This design comes from an exercise in tuning for small area on the open sky130 flow, not from production work. Where RTL was checked, it was by simulation tests only, not by an equivalence proof against the original.

==> inputs of job 6506 <==
// smc_dbcodec
module smc_dbcodec (
    input  wire        clk,
    input  wire        rst,
    input  wire        in_valid,
    input  wire        in_gain,
    input  wire [63:0] in_db,
    output reg         out_valid,
    output reg  [15:0] out_word,
    output reg         out_nan
);
    wire        sgn  = in_db[63];
    wire [10:0] e    = in_db[62:52];
    wire [51:0] frac = in_db[51:0];
    wire f_lo   = |frac[37:0];
    wire f_mid  = |frac[45:38];
    wire is_nan = (&e) & (f_lo | f_mid | (|frac[51:46]));
    wire big    = e[10] & ((|e[9:3]) | (e[2] & e[1]));              
    wire ge1015 = e[10] | ((&e[9:4]) & (e[3] | (&e[2:0])));         
    wire in_rng = ge1015 & ~big;
    wire ge1026 = e[10] & (|e[9:1]);                                 
    wire [3:0]  rs = in_rng ? (4'd5 - e[3:0]) : 4'd15;
    wire [14:0] t0 = {1'b1, frac[51:38]};
    wire [14:0] n1, t2, n3, a;
    genvar k;
    generate
        for (k = 0; k < 15; k = k + 1) begin : g_sh
            if (k + 8 < 15) begin : s8
                assign n1[k] = ~((rs[3] | t0[k]) & (~rs[3] | t0[k+8]));
            end else begin : z8
                assign n1[k] = rs[3] | ~t0[k];
            end
            if (k + 4 < 15) begin : s4
                assign t2[k] = ~((rs[2] | n1[k]) & (~rs[2] | n1[k+4]));
            end else begin : z4
                assign t2[k] = ~rs[2] & ~n1[k];
            end
            if (k + 2 < 15) begin : s2
                assign n3[k] = ~((rs[1] | t2[k]) & (~rs[1] | t2[k+2]));
            end else begin : z2
  ...
==> module smc_dbcodec, before the edit <==
module smc_dbcodec (
    input  wire        clk,
    input  wire        rst,
    input  wire        in_valid,
    input  wire        in_gain,
    input  wire [63:0] in_db,
    output reg         out_valid,
    output reg  [15:0] out_word,
    output reg         out_nan
);
    wire        sgn  = in_db[63];
    wire [10:0] e    = in_db[62:52];
    wire [51:0] frac = in_db[51:0];
    wire f_lo   = |frac[37:0];
    wire f_mid  = |frac[45:38];
    wire is_nan = (&e) & (f_lo | f_mid | (|frac[51:46]));
    wire big    = e[10] & ((|e[9:3]) | (e[2] & e[1]));              
    wire ge1015 = e[10] | ((&e[9:4]) & (e[3] | (&e[2:0])));         
    wire in_rng = ge1015 & ~big;
    wire ge1026 = e[10] & (|e[9:1]);                                 
    wire [3:0]  rs = in_rng ? (4'd5 - e[3:0]) : 4'd15;
    wire [14:0] t0 = {1'b1, frac[51:38]};
    wire [14:0] n1, t2, n3, a;
    genvar k;
    generate
        for (k = 0; k < 15; k = k + 1) begin : g_sh
            if (k + 8 < 15) begin : s8
                assign n1[k] = ~((rs[3] | t0[k]) & (~rs[3] | t0[k+8]));
            end else begin : z8
                assign n1[k] = rs[3] | ~t0[k];
            end
            if (k + 4 < 15) begin : s4
                assign t2[k] = ~((rs[2] | n1[k]) & (~rs[2] | n1[k+4]));
            end else begin : z4
                assign t2[k] = ~rs[2] & ~n1[k];
            end
            if (k + 2 < 15) begin : s2
                assign n3[k] = ~((rs[1] | t2[k]) & (~rs[1] | t2[k+2]));
            end else begin : z2
                assign n3[k] = rs[1] | ~t2[k];
            end
            if (k + 1 < 15) begin : s1
                assign a[k] = ~((rs[0] | n3[k]) & (~rs[0] | n3[k+1]));
            end else begin : z1
                assign a[k] = ~rs[0] & ~n3[k];
            end
        end
    endgenerate
    wire [14:0] t1 = ~n1;
    wire [14:0] t3 = ~n3;
    wire sticky = f_lo | (rs[3] & f_mid) | (rs[2] & (|t1[3:0])) |
                  (rs[1] & (|t2[1:0])) | (rs[0] & t3[0]);
    wire [7:0] lo_p;            
    wire [7:0] lo_w;
    assign lo_w[0] = ~a[0] ^ sticky;
    assign lo_p[1] = ~(a[0] & sticky);
    generate
        for (k = 1; k < 8; k = k + 1) begin : g_lo
            assign lo_w[k] = ~a[k] ^ lo_p[k];
            if (k < 7) begin : g_p
                assign lo_p[k+1] = lo_p[k] & ~a[k];
            end
        end
    endgenerate
    wire c8 = lo_p[7] & ~a[7];
    wire [8:0] hi_p;
    wire [7:0] hi_w;
    assign hi_p[0] = in_gain ? ~a[7] : c8;
    generate
        for (k = 0; k < 7; k = k + 1) begin : g_hi
            assign hi_w[k] = ~a[8+k] ^ hi_p[k];
            assign hi_p[k+1] = hi_p[k] & ~a[8+k];
        end
    endgenerate
    assign hi_w[7] = ~hi_p[7];
    wire [2:0] pm = a[10:8];
    wire p_sat = (ge1026 & ~is_nan) | (&pm) | (pm[2] & pm[1] & a[7]);
    wire [2:0] p_inc = {pm[2] ^ (pm[1] & pm[0] & a[7]), pm[1] ^ (pm[0] & a[7]), pm[0] ^ a[7]};
    wire [2:0] p_v = p_sat ? 3'd6 : p_inc;
    wire [15:0] word;
    assign word[7:0]   = (sgn & ~in_gain) ? lo_w : 8'h00;
    assign word[10:8]  = sgn ? hi_w[2:0] : (in_gain ? p_v : 3'd0);
    assign word[14:11] = sgn ? hi_w[6:3] : 4'd0;
    assign word[15]    = sgn & (hi_w[7] | (big & ~is_nan));
    always @(posedge clk) begin
        out_valid <= in_valid & ~rst;
        out_nan   <= is_nan;
        out_word  <= word;
    end
endmodule
Settings: LEC_CHECK=0, ABC_AREA=1, CAP_MARGIN=20, CORE_MARGIN=2, CORE_UTILIZATION=40, CTS_BUF_LIST=sky130_fd_sc_hd__clkbuf_4, CTS_CLUSTER_DIAMETER=200, CTS_CLUSTER_SIZE=30, SLEW_MARGIN=20; clock period 8.0 ns.
standard.sh (not shown) runs the stock make flow with config.mk's settings and CLKGATE_MAP_FILE= SYNTH_SCRIPT=/design/flow/synth_recipe.tcl, a recipe that flattens the netlist after the stock synthesis.
==> flow/flow/run.sh <==
#!/bin/bash
# Own layout flow:
#  2. candidate netlists: the standard netlist's combinational logic mapped again with
#     area-oriented ABC scripts, and a structure-keeping synthesis of the design mapped with the
#     same scripts (its registers renamed after the standard ones, matched by the net they drive);
#     each candidate must be proven equivalent to the standard netlist, the smallest is kept;
#  3. the standard layout flow on that netlist, with the smallest buffer on the ports.
# Each tool writes its full output to its own log file here.
set -uo pipefail
WORK=$(pwd)
export FLOWDIR="$WORK/flow"
YOSYS="$FLOW_HOME/../tools/install/yosys/bin/yosys"
[[ -x "$YOSYS" ]] || YOSYS=yosys
export LIB="$FLOW_HOME/platforms/sky130hd/lib/sky130_fd_sc_hd__tt_025C_1v80.lib"
R="$WORK/orfs/results/$FLOW_PLATFORM/smc_dbcodec/base"

bash standard.sh synth > "$WORK/std_synth.log" 2>&1 || exit 1

C="$WORK/cand"
mkdir -p "$C"
cp "$R/1_2_yosys.v" "$C/std.v"
cd "$C"
for s in "$FLOWDIR"/scripts/*.abc; do
  n=$(basename "$s" .abc)
  ( OUT="$C/remap_$n.v" SCRIPT="$s" "$YOSYS" -c "$FLOWDIR/remap.tcl" > "$WORK/yosys_remap_$n.log" 2>&1 ) &
  ( OUT="$C/own_$n.raw.v" SCRIPT="$s" "$YOSYS" -c "$FLOWDIR/own.tcl" > "$WORK/yosys_own_$n.log" 2>&1 &&
    python3 "$FLOWDIR/rename_ff.py" "$C/std.v" "$C/own_$n.raw.v" "$C/own_$n.v" > "$WORK/rename_own_$n.log" 2>&1 &&
    cp "$C/own_$n.raw.v.stat" "$C/own_$n.v.stat" ) &
  while (( $(jobs -r | wc -l) >= ${NUM_CORES:-4} )); do sleep 1; done
done
wait

best=""; best_area=""
for v in "$C"/remap_*.v "$C"/own_*.v; do
  [[ "$v" == *.raw.v ]] && continue
  [[ -f "$v" && -f "$v.stat" ]] || continue
  n=$(basename "$v" .v)
  if grep -qE 'lpflow_|probe_p|probec_p' "$v"; then continue; fi
  if grep -qE '\\[^ ]*[/:]' "$v"; then continue; fi
  CAND="$v" "$YOSYS" -c "$FLOWDIR/equiv.tcl" > "$WORK/yosys_equiv_$n.log" 2>&1 || continue
  grep -q "SUCCESS" "$WORK/yosys_equiv_$n.log" || continue
  a=$(awk '/Chip area/ {print $NF}' "$v.stat")
  echo "$n $a" >> "$WORK/candidates.txt"
  if [[ -z "$best" ]] || awk "BEGIN{exit !($a < $best_area)}"; then best="$v"; best_area="$a"; fi
done
cd "$WORK"
echo "chosen: ${best:-standard} ${best_area}" >> "$WORK/candidates.txt"

if [[ -n "$best" ]]; then
  cp "$best" "$R/1_2_yosys.v"
  rm -f "$R/1_synth.odb" "$R/1_synth.sdc"
fi
bash standard.sh "BUFFER_PORTS_ARGS=-buffer_cell sky130_fd_sc_hd__buf_1" finish > "$WORK/std_layout.log" 2>&1
==> flow/flow/scripts/s2.abc <==
strash
dch
amap
mfs2 -a
strash
dch
amap
==> flow/flow/scripts/s3.abc <==
strash
dch
amap
==> flow/flow/scripts/s4.abc <==
strash
dch
fraig_store
&get -n
&deepsyn -T 30
&put
dch
fraig_store
fraig_restore
amap
Other scripts of this flow, unchanged in this note and not shown: flow/flow/common.tcl, flow/flow/equiv.tcl, flow/flow/own.tcl, flow/flow/remap.tcl, flow/flow/rename_ff.py, flow/flow/scripts/s1.abc
==> job 5734 (differences from job 6506) <==
--- a/flow/design.v
+++ b/flow/design.v
@@ -21,32 +21,8 @@
     wire [3:0]  rs = in_rng ? (4'd5 - e[3:0]) : 4'd15;
     wire [14:0] t0 = {1'b1, frac[51:38]};
-    wire [14:0] n1, t2, n3, a;
-    genvar k;
-    generate
-        for (k = 0; k < 15; k = k + 1) begin : g_sh
-            if (k + 8 < 15) begin : s8
-                assign n1[k] = ~((rs[3] | t0[k]) & (~rs[3] | t0[k+8]));
-            end else begin : z8
-                assign n1[k] = rs[3] | ~t0[k];
-            end
-            if (k + 4 < 15) begin : s4
-                assign t2[k] = ~((rs[2] | n1[k]) & (~rs[2] | n1[k+4]));
-            end else begin : z4
-                assign t2[k] = ~rs[2] & ~n1[k];
-            end
-            if (k + 2 < 15) begin : s2
-                assign n3[k] = ~((rs[1] | t2[k]) & (~rs[1] | t2[k+2]));
-            end else begin : z2
-                assign n3[k] = rs[1] | ~t2[k];
-            end
-            if (k + 1 < 15) begin : s1
-                assign a[k] = ~((rs[0] | n3[k]) & (~rs[0] | n3[k+1]));
-            end else begin : z1
-                assign a[k] = ~rs[0] & ~n3[k];
-            end
-        end
-    endgenerate
-    wire [14:0] t1 = ~n1;
-    wire [14:0] t3 = ~n3;
+    wire [14:0] t1 = rs[3] ? {8'b0, t0[14:8]} : t0;
+    wire [14:0] t2 = rs[2] ? {4'b0, t1[14:4]} : t1;
+    wire [14:0] t3 = rs[1] ? {2'b0, t2[14:2]} : t2;
+    wire [14:0] a  = rs[0] ? {1'b0, t3[14:1]} : t3;
     wire sticky = f_lo | (rs[3] & f_mid) | (rs[2] & (|t1[3:0])) |
                   (rs[1] & (|t2[1:0])) | (rs[0] & t3[0]);
@@ -55,4 +31,5 @@
     assign lo_w[0] = ~a[0] ^ sticky;
     assign lo_p[1] = ~(a[0] & sticky);
+    genvar k;
     generate
         for (k = 1; k < 8; k = k + 1) begin : g_lo
--- a/flow/flow/run.sh
+++ b/flow/flow/run.sh
@@ -51,3 +51,3 @@
   rm -f "$R/1_synth.odb" "$R/1_synth.sdc"
 fi
-bash standard.sh "BUFFER_PORTS_ARGS=-buffer_cell sky130_fd_sc_hd__buf_1" finish > "$WORK/std_layout.log" 2>&1
+bash standard.sh "BUFFER_PORTS_ARGS=-buffer_cell sky130_fd_sc_hd__buf_1" "CTS_ARGS=-buf_list sky130_fd_sc_hd__clkbuf_4 -root_buf sky130_fd_sc_hd__clkbuf_4 -distance_between_buffers 1000 -branching_point_buffers_distance 1000 -repair_clock_nets" finish > "$WORK/std_layout.log" 2>&1
==> flow/flow/scripts/s2.abc (replaced) <==
strash
&get -n
&deepsyn -T 30 -S 1
&put
dch
amap
==> flow/flow/scripts/s3.abc (replaced) <==
strash
&get -n
&deepsyn -T 30 -S 2
&put
dch
amap
==> flow/flow/scripts/s4.abc (replaced) <==
strash
&get -n
&deepsyn -T 30 -S 3
&put
dch
amap
==> flow/flow/scripts/s5.abc (new file) <==
strash
dch
amap
mfs2 -a
strash
dch
amap
==> flow/flow/scripts/s6.abc (new file) <==
strash
dch
fraig_store
&get -n
&deepsyn -T 30
&put
dch
fraig_store
fraig_restore
amap
==> impl_metrics.ini <==
[detailed_routing]
routedWlPerCell_microns = 11.1
drt_iter0_drc = 70

[finish]
seq_share = 0.217
fillers = 323
fin_area_sq_um = 1660

[setup_path]
cp.depth = 28
critPathMaxFanout = 10

[outcome]
outcome = complete, no violations

[floorplan]
die_x_microns = 60.2

[timing]
fmax_ghz = 0.153

[pwr]
powerDensity_nw_per_um2 = 105

[yosys]
netlist_instances = 191

[global_routing]
gr-usage-met3 = 0.0498
The numbers above come from job 6506.

==> impl_metrics.ini <==
[global_routing]
gr-usage-met3 = 0.0152

[finish]
seq_share = 0.221
fin_area_sq_um = 1630

[setup_path]
cp.depth = 34
critPathMaxFanout = 12

[pwr]
powerDensity_nw_per_um2 = 108

[yosys]
netlist_instances = 180

[outcome]
outcome = complete, no violations
The numbers above come from job 5734.

The RTL of job 6506 was laid out without a check of its function.

re-timing with driven ports:
The flow's constraints put no driver on any port. The routed layouts listed below were extracted and timed again, unchanged, in two steps. Step 1, drivers: a clkbuf_16 drives clk and a buf_2 each remaining input, both assumed. Step 2 moves the port delays by t, midway between the first and last clock arrival at a register: inputs arrive t later, outputs are due t later. That takes back most of the time a late clock gives input paths. Three values: no drivers, after step 1, after step 2; two values: the first two.
| run | t (ns) | setup slack, ns | pins driven straight from the clock port |
|---|---|---|---|
| job 6506 | 0.309 | 1.462 / 1.461 / 1.152 | 1 |
| job 5734 | 0.301 | 0.893 / 0.891 / 0.589 | 1 |
After both steps every run listed still meets setup and hold. For job 6506, which loses most, drivers alone change the setup slack by -0.001 ns; drivers and shift together by -0.310 ns.
